Background: an optimization exercise with open tools, aiming at small area, a short achievable clock period and few clock cycles. Do not read the settings as production practice.
Only the layout flow was run in this run; the RTL was not checked for function there.
Power and IR drop assume default switching activity.

==> design/flow/design.v <==
module microw_emitter (
    input  wire        clk,
    input  wire        rst,          
    input  wire        cmd_valid,
    output wire        cmd_ready,
    input  wire [31:0] cmd_data,
    output reg         rsp_valid,
    output reg  [31:0] rsp_data
);
    localparam [3:0] ST_OK          = 4'd0;
    localparam [3:0] ST_NO_NEW_DATA = 4'd2;
    localparam [3:0] ST_OVERRUN     = 4'd3;
    localparam [3:0] ST_EMPTY       = 4'd6;
    localparam [3:0] ST_NOT_ACTIVE  = 4'd7;
    localparam [3:0] ST_NOT_STARTED = 4'd8;
    localparam [3:0] ST_STATE_ERROR = 4'd9;
    localparam [3:0] ST_WRONG_MODE  = 4'd10;
    localparam [3:0] ST_ILLEGAL     = 4'd11;
    function [5:0] add6(input [5:0] x, input [2:0] d);
        reg [5:0] dd;
        reg       c;
        integer   k;
        begin
            dd = {3'b000, d};
            c  = 1'b0;
            for (k = 0; k < 6; k = k + 1) begin
                add6[k] = x[k] ^ dd[k] ^ c;
                c = (x[k] & dd[k]) | (c & (x[k] ^ dd[k]));
            end
        end
    endfunction
    function [5:0] sub6(input [5:0] x, input [2:0] d);
        reg [5:0] dd;
        reg       c;
        integer   k;
        begin
            dd = ~{3'b000, d};
            c  = 1'b1;
            for (k = 0; k < 6; k = k + 1) begin
                sub6[k] = x[k] ^ dd[k] ^ c;
                c = (x[k] & dd[k]) | (c & (x[k] ^ dd[k]));
            end
        end
    endfunction
    wire [7:0]  op   = cmd_data[31:24];
    wire [23:0] opnd = cmd_data[23:0];
    wire z_23_16 = (opnd[23:16] == 8'd0);
    wire z_15_12 = (opnd[15:12] == 4'd0);
    wire z_11_8  = (opnd[11:8]  == 4'd0);
    wire z_7_0   = (opnd[7:0]   == 8'd0);
    wire z_hi8   = z_23_16 & z_15_12 & z_11_8;
    wire z_all   = z_hi8 & z_7_0;
    wire d_start   = (op == 8'h01) & z_all;
    wire d_stop    = (op == 8'h02) & z_all;
    wire d_restart = (op == 8'h03) & z_all;
    wire d_update  = (op == 8'h04) & z_all;
    wire d_pushw   = (op == 8'h10) & z_23_16 & z_15_12;
    wire d_wmode   = ((op == 8'h11) & z_all) | ((op == 8'h12) & z_hi8);
    wire d_popb    = (op == 8'h13) & z_all;
    wire d_rdreg   = (op == 8'h20) & z_hi8 & (opnd[7:4] == 4'd0);
    wire d_peekw   = (op == 8'h21) & z_hi8 & (opnd[7:5] == 3'd0);
    wire d_peekb   = (op == 8'h22) & z_hi8 & (opnd[7:6] == 2'd0);
    reg        ready_q;
    reg        q_v;
    reg        q_start, q_stop, q_restart, q_update, q_pushw, q_wmode;
    reg        q_popb, q_rdreg, q_peekw, q_peekb;
    reg [11:0] q_opnd;
    reg [5:0]  q_bra;        
    reg        busy;         
    reg [4:0]  sr_wr, sr_rd, sr_cnt;
    reg [4:0]  sr_rd3;       
    reg [3:0]  sr_bits;
    reg [11:0] head0, head1;  
    reg [5:0]  br_wr, br_rd, br_rdn, br_cnt;    
    reg [2:0]  br_bit;
    reg [5:0]  br_bss;
    reg [7:0]  enc_acc;
    reg        active, started;
    reg        p_ok;         
    reg [1:0]  p_nb;         
    reg [2:0]  p_lb;         
    reg        p_accz;       
    reg [2:0]  p_fi0, p_fi1, p_fi2;    
    reg        p_mk0;        
    reg        p_ovf;        
    reg [1:0]  p_nw;         
    reg        p_bssz;       
    reg [1:0]  p_nbp;        
    reg [1:0]  p_adv;        
    reg [3:0]  p_sn;         
    reg        p_snz;        
    reg        p_last;       
    assign cmd_ready = ready_q;
    wire [31:0]  sr_we;
    wire [11:0]  sr_wd;
    wire [383:0] sr_flat;
    wire [63:0]  br_we;
    wire [7:0]   br_wd [0:63];
    wire [511:0] br_flat;
    genvar gi;
    generate
        for (gi = 0; gi < 32; gi = gi + 1) begin : g_sr
            reg [11:0] m;
            always @(posedge clk)
                if (sr_we[gi]) m <= sr_wd;
            assign sr_flat[gi*12 +: 12] = m;
        end
        for (gi = 0; gi < 64; gi = gi + 1) begin : g_br
            reg [7:0] m;
            always @(posedge clk)
                if (br_we[gi]) m <= br_wd[gi];
            assign br_flat[gi*8 +: 8] = m;
        end
    endgenerate
    wire hold    = q_update & ~p_ok;              
    wire ex      = q_v & ~busy & ~hold;
    wire illegal = ~(q_start | q_stop | q_restart | q_update | q_pushw | q_wmode |
                     q_popb | q_rdreg | q_peekw | q_peekb);
    wire sr_empty = (sr_cnt == 5'd0);
    wire sr_full  = (sr_cnt == 5'd31);
    wire br_empty = (br_cnt == 6'd0);
    wire q_run      = q_v & ~busy;
    wire start_go   = q_run & q_start & ~active;
    wire restart_go = q_run & q_restart & started;
    wire push_go    = q_run & q_pushw & active & ~sr_full;
    wire popb_go    = q_run & q_popb & active & ~br_empty;
    wire step       = busy | (ex & q_update & active & ~sr_empty);
    wire [3:0] r3   = sr_rd3[4:1];
    wire [3:0] r3p  = r3 + 4'd1;
    wire       peekw_rd = ~busy & q_peekw;
    wire [3:0] row_e = peekw_rd ? q_opnd[4:1] : (sr_rd3[0] ? r3p : r3);
    wire [3:0] row_o = peekw_rd ? q_opnd[4:1] : r3;
    wire [191:0] sr_ev, sr_od;
    generate
        for (gi = 0; gi < 16; gi = gi + 1) begin : g_srbank
            assign sr_ev[gi*12 +: 12] = sr_flat[(2*gi)*12 +: 12];
            assign sr_od[gi*12 +: 12] = sr_flat[(2*gi+1)*12 +: 12];
        end
    endgenerate
    wire [11:0] rd_e, rd_o;
    mux_tree #(.W(12), .A(4)) u_rde (.d(sr_ev), .a(row_e), .y(rd_e));
    mux_tree #(.W(12), .A(4)) u_rdo (.d(sr_od), .a(row_o), .y(rd_o));
    wire [11:0] w3   = sr_rd3[0] ? rd_o : rd_e;     
    wire [11:0] w4   = sr_rd3[0] ? rd_e : rd_o;     
    wire [11:0] peekw_val = q_opnd[0] ? rd_o : rd_e;
    wire [7:0] br_rv;
    mux_tree #(.W(8), .A(6)) u_brr (.d(br_flat), .a(q_bra), .y(br_rv));
    wire [2:0]  b  = br_bit;
    wire [39:0] sh = {head0, head1, 16'd0} >> b;
    wire [31:0] S  = {enc_acc, 24'd0} | sh[39:8];
    wire [7:0] B0 = S[31:24], B1 = S[23:16], B2 = S[15:8];
    wire [7:0] D0 = (&B0) ? ~(8'd1 << p_fi0) : B0;
    wire [7:0] D1 = (&B1) ? ~(8'd1 << p_fi1) : B1;
    wire [7:0] D2 = (&B2) ? ~(8'd1 << p_fi2) : B2;
    wire [7:0] O0 = D0;
    wire [7:0] O1 = p_mk0 ? 8'hFF : D1;
    wire [7:0] O2 = D2;
    wire [7:0] O3 = 8'h00;
    reg [7:0] left;
    always @(*) begin
        case (p_nb)
            2'd0: left = S[31:24];
            2'd1: left = S[23:16];
            2'd2: left = S[15:8];
            default: left = S[7:0];
        endcase
    end
    wire [7:0]  acc_n = p_accz ? 8'd0 : (left & ~(8'hFF >> p_lb));
    wire [11:0] rem   = S[23:12];                  
    wire [5:0] bss_p1 = add6(br_bss, 3'd1), bss_p2 = add6(br_bss, 3'd2), bss_p3 = add6(br_bss, 3'd3);
    reg  [5:0] bss_n;
    always @(*) begin
        if (p_bssz)
            bss_n = 6'd0;
        else case (p_nbp)
            2'd0: bss_n = br_bss;
            2'd1: bss_n = bss_p1;
            2'd2: bss_n = bss_p2;
            default: bss_n = bss_p3;
        endcase
    end
    wire fin = p_ovf | p_last;
    wire [63:0] wdec = 64'd1 << br_wr;             
    wire [7:0] O [0:3];
    assign O[0] = O0; assign O[1] = O1; assign O[2] = O2; assign O[3] = O3;
    wire [7:0] bank_d [0:3];
    wire nw1 = (p_nw != 2'd0), nw2 = p_nw[1], nw3 = &p_nw;
    genvar gj;
    generate
        for (gj = 0; gj < 4; gj = gj + 1) begin : g_bank
            localparam [1:0] GJ = gj;
            wire [1:0] idx = GJ - 2'd1 - br_wr[1:0];
            assign bank_d[gj] = start_go ? 8'd0 : O[idx];
        end
        for (gi = 0; gi < 64; gi = gi + 1) begin : g_brw
            wire hit = step & ((wdec[(gi + 63) % 64] & nw1) |
                               (wdec[(gi + 62) % 64] & nw2) |
                               (wdec[(gi + 61) % 64] & nw3));
            if (gi == 1) begin : g_s1
                assign br_we[gi] = start_go | restart_go | hit;
                assign br_wd[gi] = (start_go | restart_go) ? 8'hFF : bank_d[gi % 4];
            end else begin : g_sn
                assign br_we[gi] = start_go | hit;
                assign br_wd[gi] = bank_d[gi % 4];
            end
        end
    endgenerate
    wire [31:0] sdec = 32'd1 << sr_wr;             
    assign sr_wd = q_pushw ? q_opnd : 12'd0;
    generate
        for (gi = 0; gi < 32; gi = gi + 1) begin : g_srw
            assign sr_we[gi] = start_go | (push_go & sdec[(gi + 31) % 32]);
        end
    endgenerate
    wire cs_start = start_go | restart_go;
    wire cs_step  = step;
    wire cs_push  = push_go;
    wire cs_pop   = popb_go;
    wire       x_sA = cs_start | (cs_step ? p_snz : (sr_bits == 4'd0));
    wire [3:0] x_s  = cs_start ? 4'd0 : (cs_step ? p_sn : sr_bits);
    wire [2:0] x_b  = cs_start ? 3'd0 : (cs_step ? p_lb : br_bit);
    wire c_ge1 = (sr_cnt != 5'd0);
    wire c_ge2 = (sr_cnt[4:1] != 4'd0);
    wire c_ge3 = (sr_cnt[4:2] != 3'd0) | (&sr_cnt[1:0]);
    wire c_ge4 = (sr_cnt[4:2] != 3'd0);
    wire c_eq0 = (sr_cnt == 5'd0), c_eq1 = (sr_cnt == 5'd1), c_eq2 = (sr_cnt == 5'd2);
    wire c_eq3 = (sr_cnt == 5'd3), c_eq4 = (sr_cnt == 5'd4);
    reg  x_c2, x_e1, x_e2;
    always @(*) begin
        if (cs_start)                  begin x_c2 = 1'b0;  x_e1 = 1'b0;  x_e2 = 1'b0;  end
        else if (cs_step & p_adv[1])   begin x_c2 = c_ge4; x_e1 = c_eq3; x_e2 = c_eq4; end
        else if (cs_step & p_adv[0])   begin x_c2 = c_ge3; x_e1 = c_eq2; x_e2 = c_eq3; end
        else if (cs_push)              begin x_c2 = c_ge1; x_e1 = c_eq0; x_e2 = c_eq1; end
        else                           begin x_c2 = c_ge2; x_e1 = c_eq1; x_e2 = c_eq2; end
    end
    reg  [6:0] bq;                                 
    integer bi;
    always @(*) for (bi = 0; bi < 7; bi = bi + 1) bq[bi] = (br_bss == 6'd56 + bi);
    reg  x_e62, x_e61, x_e60;
    always @(*) begin
        if (cs_start | (cs_step & p_bssz)) begin x_e62 = 1'b0; x_e61 = 1'b0; x_e60 = 1'b0; end
        else if (cs_step) begin
            case (p_nbp)
                2'd0:    begin x_e62 = bq[6]; x_e61 = bq[5]; x_e60 = bq[4]; end
                2'd1:    begin x_e62 = bq[5]; x_e61 = bq[4]; x_e60 = bq[3]; end
                2'd2:    begin x_e62 = bq[4]; x_e61 = bq[3]; x_e60 = bq[2]; end
                default: begin x_e62 = bq[3]; x_e61 = bq[2]; x_e60 = bq[1]; end
            endcase
        end else begin x_e62 = bq[6]; x_e61 = bq[5]; x_e60 = bq[4]; end
    end
    wire c56 = &br_cnt[5:3];
    wire g55 = c56 | (br_cnt == 6'd55);
    wire g57 = c56 & (br_cnt[2:0] != 3'd0);
    wire g58 = c56 & (br_cnt[2] | br_cnt[1]);
    wire g59 = c56 & (br_cnt[2] | (&br_cnt[1:0]));
    wire g60 = c56 & br_cnt[2];
    wire g61 = c56 & br_cnt[2] & (br_cnt[1] | br_cnt[0]);
    wire g62 = c56 & br_cnt[2] & br_cnt[1];
    wire g63 = &br_cnt;
    wire [9:0] le = ~{1'b0, g63, g62, g61, g60, g59, g58, g57, c56, g55};
    reg  x_f1, x_f2, x_f4;
    always @(*) begin
        if (cs_start) begin x_f1 = 1'b1; x_f2 = 1'b1; x_f4 = 1'b1; end
        else if (cs_step) begin
            case (p_nw)
                2'd0:    begin x_f1 = le[8]; x_f2 = le[7]; x_f4 = le[5]; end
                2'd1:    begin x_f1 = le[7]; x_f2 = le[6]; x_f4 = le[4]; end
                2'd2:    begin x_f1 = le[6]; x_f2 = le[5]; x_f4 = le[3]; end
                default: begin x_f1 = le[5]; x_f2 = le[4]; x_f4 = le[2]; end
            endcase
        end else if (cs_pop) begin x_f1 = le[9]; x_f2 = le[8]; x_f4 = le[6]; end
        else                 begin x_f1 = le[8]; x_f2 = le[7]; x_f4 = le[5]; end
    end
    wire x_n2 = x_sA & x_c2;
    reg [2:0]  a_fi0, a_fi1, a_fi2;
    reg [1:0]  a_adv1, a_adv2;
    reg [3:0]  a_sn0, a_sn1, a_sn2;
    always @(*) begin
        case (x_b)
            3'd0: begin a_fi0 = 3'd4; a_fi1 = 3'd4; a_fi2 = 3'd0; a_sn0 = 4'd8; a_adv1 = 2'd1; a_sn1 = 4'd4;  a_adv2 = 2'd2; a_sn2 = 4'd0;  end
            3'd1: begin a_fi0 = 3'd7; a_fi1 = 3'd3; a_fi2 = 3'd7; a_sn0 = 4'd7; a_adv1 = 2'd1; a_sn1 = 4'd3;  a_adv2 = 2'd1; a_sn2 = 4'd11; end
            3'd2: begin a_fi0 = 3'd6; a_fi1 = 3'd2; a_fi2 = 3'd6; a_sn0 = 4'd6; a_adv1 = 2'd1; a_sn1 = 4'd2;  a_adv2 = 2'd1; a_sn2 = 4'd10; end
            3'd3: begin a_fi0 = 3'd5; a_fi1 = 3'd1; a_fi2 = 3'd5; a_sn0 = 4'd5; a_adv1 = 2'd1; a_sn1 = 4'd1;  a_adv2 = 2'd1; a_sn2 = 4'd9;  end
            3'd4: begin a_fi0 = 3'd4; a_fi1 = 3'd0; a_fi2 = 3'd4; a_sn0 = 4'd4; a_adv1 = 2'd1; a_sn1 = 4'd0;  a_adv2 = 2'd1; a_sn2 = 4'd8;  end
            3'd5: begin a_fi0 = 3'd3; a_fi1 = 3'd7; a_fi2 = 3'd7; a_sn0 = 4'd3; a_adv1 = 2'd0; a_sn1 = 4'd11; a_adv2 = 2'd1; a_sn2 = 4'd7;  end
            3'd6: begin a_fi0 = 3'd2; a_fi1 = 3'd6; a_fi2 = 3'd6; a_sn0 = 4'd2; a_adv1 = 2'd0; a_sn1 = 4'd10; a_adv2 = 2'd1; a_sn2 = 4'd6;  end
            default: begin a_fi0 = 3'd1; a_fi1 = 3'd5; a_fi2 = 3'd5; a_sn0 = 4'd1; a_adv1 = 2'd0; a_sn1 = 4'd9; a_adv2 = 2'd1; a_sn2 = 4'd5; end
        endcase
    end
    reg [2:0]  b_lb, b_fi0;
    reg [3:0]  b_sn0;
    reg        b_nb1;
    always @(*) begin
        case (x_s)
            4'd1:  begin b_nb1 = 1'b1; b_lb = 3'd3; b_fi0 = 3'd5; b_sn0 = 4'd9;  end
            4'd2:  begin b_nb1 = 1'b1; b_lb = 3'd2; b_fi0 = 3'd6; b_sn0 = 4'd10; end
            4'd3:  begin b_nb1 = 1'b1; b_lb = 3'd1; b_fi0 = 3'd7; b_sn0 = 4'd11; end
            4'd4:  begin b_nb1 = 1'b1; b_lb = 3'd0; b_fi0 = 3'd0; b_sn0 = 4'd0;  end
            4'd5:  begin b_nb1 = 1'b0; b_lb = 3'd7; b_fi0 = 3'd0; b_sn0 = 4'd0;  end
            4'd6:  begin b_nb1 = 1'b0; b_lb = 3'd6; b_fi0 = 3'd0; b_sn0 = 4'd0;  end
            4'd7:  begin b_nb1 = 1'b0; b_lb = 3'd5; b_fi0 = 3'd0; b_sn0 = 4'd0;  end
            4'd8:  begin b_nb1 = 1'b0; b_lb = 3'd4; b_fi0 = 3'd0; b_sn0 = 4'd0;  end
            4'd9:  begin b_nb1 = 1'b0; b_lb = 3'd3; b_fi0 = 3'd0; b_sn0 = 4'd0;  end
            4'd10: begin b_nb1 = 1'b0; b_lb = 3'd2; b_fi0 = 3'd0; b_sn0 = 4'd0;  end
            default: begin b_nb1 = 1'b0; b_lb = 3'd1; b_fi0 = 3'd0; b_sn0 = 4'd0; end
        endcase
    end
    reg [1:0]  nb;
    reg [2:0]  lb;
    reg [2:0]  fi0, fi1, fi2;
    reg [1:0]  adv0, adv1, adv2;
    reg [3:0]  sn0, sn1, sn2;
    always @(*) begin
        if (x_sA) begin
            nb   = x_n2 ? 2'd3 : (x_b[2] ? 2'd2 : 2'd1);
            lb   = x_n2 ? x_b : {~x_b[2], x_b[1:0]};
            fi0  = a_fi0; fi1 = a_fi1; fi2 = a_fi2;
            adv0 = 2'd0;   sn0 = a_sn0;
            adv1 = a_adv1; sn1 = a_sn1;
            adv2 = a_adv2; sn2 = a_sn2;
        end else begin
            nb   = {1'b0, b_nb1};
            lb   = b_lb;
            fi0  = b_fi0; fi1 = 3'd0; fi2 = 3'd0;
            adv0 = (x_s == 4'd4) ? 2'd1 : 2'd0; sn0 = b_sn0;
            adv1 = 2'd0; sn1 = 4'd0;
            adv2 = 2'd0; sn2 = 4'd0;
        end
    end
    wire nb1 = (nb != 2'd0);
    wire mk  = (nb1 & x_e62) | (nb[1] & x_e61) | ((nb == 2'd3) & x_e60);
    wire full_step = ~nb1 | (~mk & x_f4);
    wire mk0 = x_e62;                              
    wire ovf = ~full_step & (~x_f1 | (mk0 & ~x_f2));
    reg  [1:0] nw, adv, nbp;
    reg  [3:0] s_n;
    reg  [2:0] lbo;
    reg        last, accz, bssz;
    always @(*) begin
        if (full_step) begin
            nw   = nb;
            adv  = x_n2 ? 2'd2 : 2'd1;
            s_n  = 4'd0;
            lbo  = lb;
            accz = 1'b0;
            bssz = 1'b0;
            nbp  = nb;
            last = x_n2 ? x_e2 : x_e1;
        end else begin
            nw   = ovf ? {1'b0, x_f1} : {mk0, ~mk0};
            adv  = adv0;
            s_n  = sn0;
            lbo  = 3'd0;
            accz = 1'b1;
            bssz = mk0;
            nbp  = 2'd1;
            last = ~ovf & adv0[0] & x_e1;
        end
    end
    reg [7:0] reg_lo;
    always @(*) begin
        case (q_opnd[3:0])
            4'h0: reg_lo = 8'h0C;
            4'h1: reg_lo = 8'd64;
            4'h2: reg_lo = 8'd32;
            4'h3: reg_lo = 8'd64;
            4'h4: reg_lo = {3'd0, sr_wr};
            4'h5: reg_lo = {3'd0, sr_rd};
            4'h6: reg_lo = {4'd0, sr_bits};
            4'h7: reg_lo = {7'd0, active};
            4'h8: reg_lo = {2'd0, br_wr};
            4'h9: reg_lo = {2'd0, br_rd};
            4'hA: reg_lo = {5'd0, br_bit};
            4'hB: reg_lo = {7'd0, active};
            4'hC: reg_lo = 8'd0;
            4'hD: reg_lo = {2'd0, br_bss};
            4'hE: reg_lo = enc_acc;
            default: reg_lo = {7'd0, started};
        endcase
    end
    wire [23:0] reg_val = {8'd0, (q_opnd[3:0] == 4'h0) ? 8'hFF : 8'h00, reg_lo};
    wire ok_popb = active & ~br_empty;
    wire [23:0] r_data = {24{~busy}} & (
                         ({24{q_popb & ok_popb}} & {16'd0, br_rv}) |
                         ({24{q_peekb}}          & {16'd0, br_rv}) |
                         ({24{q_peekw}}          & {12'd0, peekw_val}) |
                         ({24{q_rdreg}}          & reg_val));
    reg [3:0] r_st;
    always @(*) begin
        if (step)            r_st = p_ovf ? ST_OVERRUN : ST_OK;
        else if (illegal)    r_st = ST_ILLEGAL;
        else if (q_wmode)    r_st = ST_WRONG_MODE;
        else if (q_start)    r_st = active ? ST_STATE_ERROR : ST_OK;
        else if (q_restart)  r_st = started ? ST_OK : ST_NOT_STARTED;
        else if (q_update)   r_st = active ? ST_NO_NEW_DATA : ST_NOT_ACTIVE;
        else if (q_pushw)    r_st = active ? (sr_full ? ST_OVERRUN : ST_OK) : ST_NOT_ACTIVE;
        else if (q_popb)     r_st = active ? (br_empty ? ST_EMPTY : ST_OK) : ST_NOT_ACTIVE;
        else                 r_st = ST_OK;
    end
    wire r_rdy = step & ~p_ovf;
    wire busy_n = step & ~fin;
    wire p_ok_n = ~(step & p_ovf);
    wire q_v_n  = ready_q ? cmd_valid : (q_v & ~ex);
    wire [5:0] br_rdn_n = (start_go | restart_go) ? 6'd1 :
                          (popb_go ? add6(br_rdn, 3'd1) : br_rdn);
    always @(posedge clk) begin
        if (rst) begin
            ready_q   <= 1'b1;
            q_v       <= 1'b0;
            busy      <= 1'b0;
            p_ok      <= 1'b0;
            rsp_valid <= 1'b0;
            sr_wr     <= 5'd0;
            sr_rd     <= 5'd0;
            sr_rd3    <= 5'd3;
            sr_cnt    <= 5'd0;
            sr_bits   <= 4'd0;
            br_wr     <= 6'd0;
            br_rd     <= 6'd0;
            br_rdn    <= 6'd1;
            br_cnt    <= 6'd0;
            br_bit    <= 3'd0;
            br_bss    <= 6'd0;
            enc_acc   <= 8'd0;
            active    <= 1'b0;
            started   <= 1'b0;
        end else begin
            q_v     <= q_v_n;
            ready_q <= ~q_v_n | (~busy_n & p_ok_n);
            busy    <= busy_n;
            p_ok    <= p_ok_n;
            rsp_valid <= (ex | busy) & ~busy_n;
            if (ex & q_stop) active <= 1'b0;
            if (start_go | restart_go) begin
                sr_wr   <= 5'd0;
                sr_rd   <= 5'd0;
                sr_rd3  <= 5'd3;
                sr_cnt  <= 5'd0;
                sr_bits <= 4'd0;
                br_rd   <= 6'd0;
                br_rdn  <= 6'd1;
                br_bit  <= 3'd0;
                enc_acc <= 8'd0;
                active  <= 1'b1;
                started <= 1'b1;
                br_bss  <= 6'd0;
                br_wr   <= 6'd1;
                br_cnt  <= 6'd1;
            end
            if (push_go) begin
                sr_wr  <= add6({1'b0, sr_wr}, 3'd1);
                sr_cnt <= add6({1'b0, sr_cnt}, 3'd1);
                if (sr_cnt == 5'd0) head0 <= q_opnd;
                if (sr_cnt == 5'd1) head1 <= q_opnd;
            end
            if (popb_go) begin
                br_rd  <= br_rdn;
                br_rdn <= add6(br_rdn, 3'd1);
                br_cnt <= sub6(br_cnt, 3'd1);
            end
            if (step) begin
                sr_rd   <= add6({1'b0, sr_rd}, {1'b0, p_adv});
                sr_rd3  <= add6({1'b0, sr_rd3}, {1'b0, p_adv});
                sr_cnt  <= sub6({1'b0, sr_cnt}, {1'b0, p_adv});
                sr_bits <= p_sn;
                br_wr   <= add6(br_wr, {1'b0, p_nw});
                br_cnt  <= add6(br_cnt, {1'b0, p_nw});
                br_bss  <= bss_n;
                br_bit  <= p_lb;
                enc_acc <= acc_n;
                case (p_adv)
                    2'd0: head0 <= rem;
                    2'd1: begin
                        head0 <= head1;
                        head1 <= w3;
                    end
                    default: begin
                        head0 <= w3;
                        head1 <= w4;
                    end
                endcase
            end
        end
    end
    always @(posedge clk) begin
        p_nb    <= nb;
        p_lb    <= lbo;
        p_accz  <= accz;
        p_fi0   <= fi0;
        p_fi1   <= fi1;
        p_fi2   <= fi2;
        p_mk0   <= ~full_step & mk0;
        p_ovf   <= ovf;
        p_nw    <= nw;
        p_bssz  <= bssz;
        p_nbp   <= nbp;
        p_adv   <= adv;
        p_sn    <= s_n;
        p_snz   <= (s_n == 4'd0);
        p_last  <= last;
    end
    always @(posedge clk)
        rsp_data <= {r_data, 3'b000, r_rdy, r_st};
    always @(posedge clk) begin
        if (rst)
            q_bra <= 6'd1;
        else if (ready_q)
            q_bra <= d_peekb ? opnd[5:0] : br_rdn_n;
    end
    always @(posedge clk) begin
        if (ready_q) begin
            q_start   <= d_start;
            q_stop    <= d_stop;
            q_restart <= d_restart;
            q_update  <= d_update;
            q_pushw   <= d_pushw;
            q_wmode   <= d_wmode;
            q_popb    <= d_popb;
            q_rdreg   <= d_rdreg;
            q_peekw   <= d_peekw;
            q_peekb   <= d_peekb;
            q_opnd    <= opnd[11:0];
        end
    end
endmodule
module mux_tree #(
    parameter integer W = 8,
    parameter integer A = 6
) (
    input  wire [W*(1<<A)-1:0] d,
    input  wire [A-1:0]        a,
    output wire [W-1:0]        y
);
    generate
        if (A == 1) begin : g_leaf
            assign y = a[0] ? d[2*W-1:W] : d[W-1:0];
        end else begin : g_node
            wire [W-1:0] lo, hi;
            mux_tree #(.W(W), .A(A-1)) u_lo (.d(d[W*(1<<(A-1))-1:0]), .a(a[A-2:0]), .y(lo));
            mux_tree #(.W(W), .A(A-1)) u_hi (.d(d[W*(1<<A)-1:W*(1<<(A-1))]), .a(a[A-2:0]), .y(hi));
            assign y = a[A-1] ? hi : lo;
        end
    endgenerate
endmodule
==> design/flow/run.sh <==
#!/bin/bash
# synth_recipe.tcl (not shown) runs the flow's synth.tcl, then flattens the netlist and writes it again
# the make line also repeats each setting of config.mk as NAME=value (left out here)
make -C /OpenROAD-flow-scripts/flow DESIGN_CONFIG=/design/flow/config.mk WORK_HOME=/design/flow/orfs CLKGATE_MAP_FILE= SYNTH_SCRIPT=/design/flow/synth_recipe.tcl finish
==> design/flow/config.mk <==
export PLATFORM = sky130hd
export DESIGN_NAME = microw_emitter
export DESIGN_NICKNAME = microw_emitter
export VERILOG_FILES = /design/flow/design.v
export SDC_FILE = /design/flow/constraint.sdc
export NUM_CORES = 4
export LEC_CHECK = 0
export CAP_MARGIN = 20
export CORE_MARGIN = 2
export CORE_UTILIZATION = 40
export CTS_CLUSTER_DIAMETER = 100
export CTS_CLUSTER_SIZE = 24
export SETUP_SLACK_MARGIN = 5
export SLEW_MARGIN = 20
export TNS_END_PERCENT = 20
==> design/flow/constraint.sdc <==
create_clock -name core_clock -period 8.0 [get_ports {clk}]
set_input_delay 1.6000 -clock core_clock [delete_from_list [all_inputs] [get_ports {clk}]]
set_output_delay 1.6000 -clock core_clock [all_outputs]
set_load 0.01 [all_outputs]
==> notes.md <==
## registers in the layout, indices dropped and copies added, names as in the netlist, 4 cells and up
register and count:
br_bss 6, br_cnt 6, br_rd 6, br_rdn 6, br_wr 6, enc_acc 7
g_br.m 512, g_sr.m 384, head0 12, head1 12, p_sn 4, q_bra 6
q_opnd 12, rsp_data 18, sr_bits 4, sr_cnt 5, sr_rd 5, sr_rd3 5
sr_wr 5
## through the flow
step / cell area, um^2 / hold WS [ns] / power (mW)
final: 57530 / 0.4651 / 9.284
after global placement: 51200 / 0.4371 / 6.266
after CTS: 56790 / 0.4636 / 9.315
after detailed placement: 51240 / 0.4489 / 6.267
after floorplan: 48190 / 0.4262 / 6.190
after global routing: 57530 / 0.5026 / 9.509
## cell families after synthesis
logic type / Yosys count
muxes: 348
buffers and inverters: 302
other: 1
xor gates and xnor gates: 6
adders and majority gates: 68
and+or+nand+nor: 927
AOI/OAI and AO/OA: 719
DFF: 1067
## worst reg2reg max path: stages (launching register included)
cell       delay [ns]
dfxtp_4          0.36
buf_12           0.15
mux2i_2          0.18
mux2_4           0.29
a2111oi_4        0.48
nand4_2          0.21
buf_6            0.17
o41a_1           0.38
buf_4            0.15
mux2i_4          0.23
a2bb2oi_2        0.22
nor2_4           0.09
buf_8            0.18
## cell usage in the layout, fill, tap and decap left out, types with 14 or more instances in the layout
cell             netlist  routed
buf_12                 1      37
o21ai_1               23      58
buf_6                  4      60
buf_16                 0      24
clkbuf_1             127      23
clkbuf_16              0      55
nand2_1              381     368
inv_1                 68      65
nand3_1              110     110
nand2b_1              20      18
and2_1                20      16
o22ai_1               34      27
edfxtp_1             942     942
a211oi_1              47      36
nand4_1               25      25
and3_1                17      16
a21oi_2                2      15
o211ai_1              14      14
a22oi_2                2      14
o21ai_2                1      19
ha_1                  63      60
dfxtp_1              125     106
mux2_2                21      15
nor2_2                 0      16
a22oi_1               59      47
clkdlybuf4s50_1        0      36
o21ai_0              171     107
a32oi_1               23      16
nor3_1                50      44
a31oi_1               39      28
nor2b_1               18      15
nor2_1               215     192
mux4_2               195     198
buf_4                 19     258
mux2i_1              121     104
a21oi_1              142     118
## metal layers
| metal | part of all wire | up-vias |
|---|---|---|
| li1 | - | 13990 |
| met1 | 0.42 | 16750 |
| met2 | 0.45 | 1893 |
| met3 | 0.10 | 260 |
| met4 | 0.035 | 2 |
| met5 | 0.000083 | - |
## worst max-delay path by stage
stage,from,to,cells after the start
floorplan,cmd_data[17],q_start,8
global placement,cmd_data[9],q_start,8
detailed placement,cmd_data[9],q_start,8
CTS,rsp_data[10],rsp_data[10],1
global route,br_bit[1],g_br[56].m[4],12
finish,br_bit[1],g_br[48].m[4],12
## final cells by class
cell class	instances	share of cell area
clock buffers	78	0.02503
well taps	1612	0.03506
diodes	1	0.00004350
multi-input cells	2088	0.3107
clock inverters	9	0.002675
inverters	72	0.004872
repair buffers	449	0.08556
repair inverters	1	0.00008699
flip-flops and latches	1067	0.5359
## repair_timing
item / CTS / global route
resized for setup: 400 / 111
setup endpoints to repair: 1331 / 1007
gates cloned: 35 / 4
buffers inserted: 168 / 34
pin swaps: 100 / 30
## where the power goes
part	internal (mW)	switching, mW
sequential	5.98	0.0132
combinational	0.0574	0.109
clock	1.29	1.83
total	7.33	1.95
==> flow_results.xml <==
<?xml version="1.0" encoding="UTF-8"?>
<metrics>
  <group name="timing">
    <metric name="worst_slew_pin_slew" unit="ns">1.095</metric>
    <metric name="finalMaxSlewViolations" unit="">0</metric>
    <metric name="rsz0062_at_grt" unit="">yes</metric>
    <metric name="timing.final.crit_period" unit="ns">3.334</metric>
    <metric name="number_of_failing_hold_endpoints_at_the_final_stage" unit="">0</metric>
    <metric name="fmaxAchievable" unit="MHz">299.9</metric>
    <metric name="fin_tns_setup" unit="ns">0</metric>
    <metric name="max_slew_margin" unit="">0.2670</metric>
    <metric name="timing.final.setup_violations" unit="">0</metric>
    <metric name="final_min_period_over_clock_period" unit="">0.4168</metric>
    <metric name="post-route-worst-setup-slack" unit="ns">4.666</metric>
    <metric name="final.setup_skew" unit="ns">0.05768</metric>
  </group>
  <group name="floorplanning">
    <metric name="ios" unit="">69</metric>
    <metric name="die_w" unit="um">350.9</metric>
    <metric name="die_area" unit="mm^2">0.1231</metric>
    <metric name="initial_core_util" unit="">0.4023</metric>
    <metric name="die_height" unit="um">350.9</metric>
    <metric name="placementRows" unit="">127</metric>
    <metric name="design.core.area" unit="mm^2">0.1197</metric>
  </group>
  <group name="logic_synthesis">
    <metric name="yosysUniqueCellTypes" unit="">104</metric>
    <metric name="synth_seq_cells" unit="">1067</metric>
    <metric name="post_synthesis_sequential_area_ratio" unit="">0.6397</metric>
    <metric name="synth_mux_area_frac" unit="">0.1268</metric>
    <metric name="post-synth-top-area-fraction" unit="">0.5877</metric>
    <metric name="synth_simple_gate_area_share" unit="">0.08734</metric>
    <metric name="synth-adder-area-share" unit="">0.01846</metric>
    <metric name="synth_top_flop_cell" unit="">edfxtp_1</metric>
    <metric name="yosys_warnings" unit="">1</metric>
    <metric name="synth-compound-area-share" unit="">0.09896</metric>
    <metric name="synth_top_family_by_area" unit="">multiplexers</metric>
    <metric name="post-synth-top-area-cell" unit="">edfxtp_1</metric>
    <metric name="post_synth_edffs" unit="">942</metric>
    <metric name="async_flop_share" unit="">0</metric>
    <metric name="syn_inst" unit="">3438</metric>
    <metric name="syn_area_per_cell" unit="um^2">14.00</metric>
    <metric name="synth.area.top_cells" unit="">edfxtp_1, mux4_2, dfxtp_1</metric>
    <metric name="netlist_top_cells_count" unit="">edfxtp_1, nand2_1, nor2_1, mux4_2, o21ai_0</metric>
    <metric name="synthesis.area" unit="mm^2">0.04813</metric>
    <metric name="synth_most_common_cell" unit="">edfxtp_1</metric>
    <metric name="yosys.area_share.xor_xnor" unit="">0.001092</metric>
  </group>
  <group name="drt">
    <metric name="route.detailed.drc" unit="">0</metric>
    <metric name="vias" unit="">32900</metric>
    <metric name="drt_pre_antenna_iters" unit="">6</metric>
    <metric name="route.final.wire_length" unit="um">156300</metric>
    <metric name="drt_iter0_markers" unit="">4412</metric>
    <metric name="wl_per_cell" unit="um">29.08</metric>
    <metric name="ant_nets" unit="">0</metric>
    <metric name="route.detailed.vias_per_inst" unit="">6.118</metric>
  </group>
  <group name="setup_path">
    <metric name="worstSetupPathType" unit="">reg2reg</metric>
    <metric name="timing.critical_path.max_delay_family" unit="">compound AO/OA/AOI/OAI gates</metric>
    <metric name="worstReg2RegStart" unit="">br_bit[1]</metric>
    <metric name="timing.critical_path.slowest_stage_cell" unit="">a2111oi_4</metric>
    <metric name="arrival" unit="ns">3.78</metric>
    <metric name="critical_path.cell_chain" unit="">buf_12, mux2i_2, mux2_4, a2111oi_4, nand4_2, buf_6, o41a_1, buf_4, mux2i_4, a2bb2oi_2, nor2_4, buf_8</metric>
    <metric name="cp.buffers_inverters" unit="">4</metric>
    <metric name="start_kind" unit="">flip-flop</metric>
    <metric name="crit_fanout" unit="">15</metric>
    <metric name="critical_path.reg2reg.endpoint" unit="">g_br[48].m[4]</metric>
    <metric name="crit_required" unit="ns">8.45</metric>
    <metric name="critPathMaxStageDelay" unit="ns">0.48</metric>
    <metric name="worst_r2r_path_depth" unit="">12</metric>
    <metric name="timing.critical_path.to_type" unit="">flip-flop</metric>
    <metric name="reg2reg_setup_slack" unit="ns">4.67</metric>
  </group>
  <group name="finish">
    <metric name="areaGrowthSynthToFinish" unit="%">19.52</metric>
    <metric name="finish.utilization" unit="">0.4808</metric>
    <metric name="layout.filler_cells" unit="">10300</metric>
    <metric name="layoutNonFillerInstCount" unit="">5377</metric>
    <metric name="fin_nets" unit="">3835</metric>
    <metric name="final-seq-area" unit="mm^2">0.03083</metric>
    <metric name="layout-drive-gt1-share" unit="">0.2606</metric>
    <metric name="multi_input_gate_area_in_the_final_layout" unit="mm^2">0.01788</metric>
  </group>
  <group name="placed_design">
    <metric name="pre_cts_ws" unit="ns">3.319</metric>
    <metric name="placed_cells_incl_taps" unit="">5047</metric>
    <metric name="io_buffer_count" unit="">57</metric>
    <metric name="gp_congestion" unit="">0.9691</metric>
    <metric name="dp_hpwl" unit="um">96340</metric>
  </group>
  <group name="global_routing">
    <metric name="grt_remaining_overflow" unit="">0</metric>
    <metric name="grt_pass1_wl" unit="um">223700</metric>
    <metric name="grt_busiest_layer" unit="">met2</metric>
    <metric name="first_global_vias" unit="">31080</metric>
    <metric name="grt.total_usage" unit="">0.2501</metric>
    <metric name="grtUsageMet3" unit="">0.04854</metric>
    <metric name="use_met1" unit="">0.3643</metric>
    <metric name="initial_antenna_violation_count" unit="">4</metric>
    <metric name="gr-usage-met2" unit="">0.3781</metric>
    <metric name="maximum_number_of_pins_on_one_net_before_global_route_repair" unit="">56</metric>
  </group>
  <group name="worst_hold_path">
    <metric name="hold_path.startpoint" unit="">p_sn[2]</metric>
    <metric name="hold_path.class" unit="">reg2reg</metric>
    <metric name="min_path_cells" unit="">2</metric>
    <metric name="min_delay_worst_endpoint" unit="">sr_bits[2]</metric>
  </group>
  <group name="clock_tree">
    <metric name="clock_sink_count" unit="">1067</metric>
    <metric name="cts_max_level" unit="">2</metric>
    <metric name="ctsLongestPathBuffers" unit="">3</metric>
    <metric name="worst_skew_pair.late_latency" unit="ns">0.71</metric>
    <metric name="cts.root.buffer_cell" unit="">clkbuf_16</metric>
    <metric name="cts_tree" unit="">yes</metric>
    <metric name="total_cts_buffers" unit="">53</metric>
    <metric name="cts_hold_buf" unit="">0</metric>
    <metric name="path_clk_slew" unit="ns">0.10</metric>
  </group>
  <group name="flow_run">
    <metric name="maxCapViolCount" unit="">0</metric>
  </group>
  <group name="power">
    <metric name="power_density" unit="mW/mm^2">161.4</metric>
    <metric name="irDropWorstVdd" unit="mV">0.1813</metric>
    <metric name="leakage" unit="nW">19.66</metric>
  </group>
  <group name="run_status">
    <metric name="run_status" unit="">complete, no violations</metric>
  </group>
</metrics>

what the ideal ports hide:
In the flow no input, the clock included, has a driving cell. The finished layout below was timed again as built, in two steps. Step 1, drivers: a clkbuf_16 drives clk and a buf_2 each remaining input, both assumed. Step 2 also shifts input and output timing later by t, the mid clock arrival at the registers, as if the neighbouring blocks saw the same clock. Slacks: ideal / step 1 / step 2; pairs: ideal / step 1.
shift t [ns]: 0.753
setup WS [ns]: 4.666 / 4.646 / 4.068
slew at the worst register clock pin (ns): 0.11 / 0.11
After both steps setup and hold are still met in this run. The setup slack of this run moves by -0.020 ns with the drivers and by -0.598 ns with both steps.
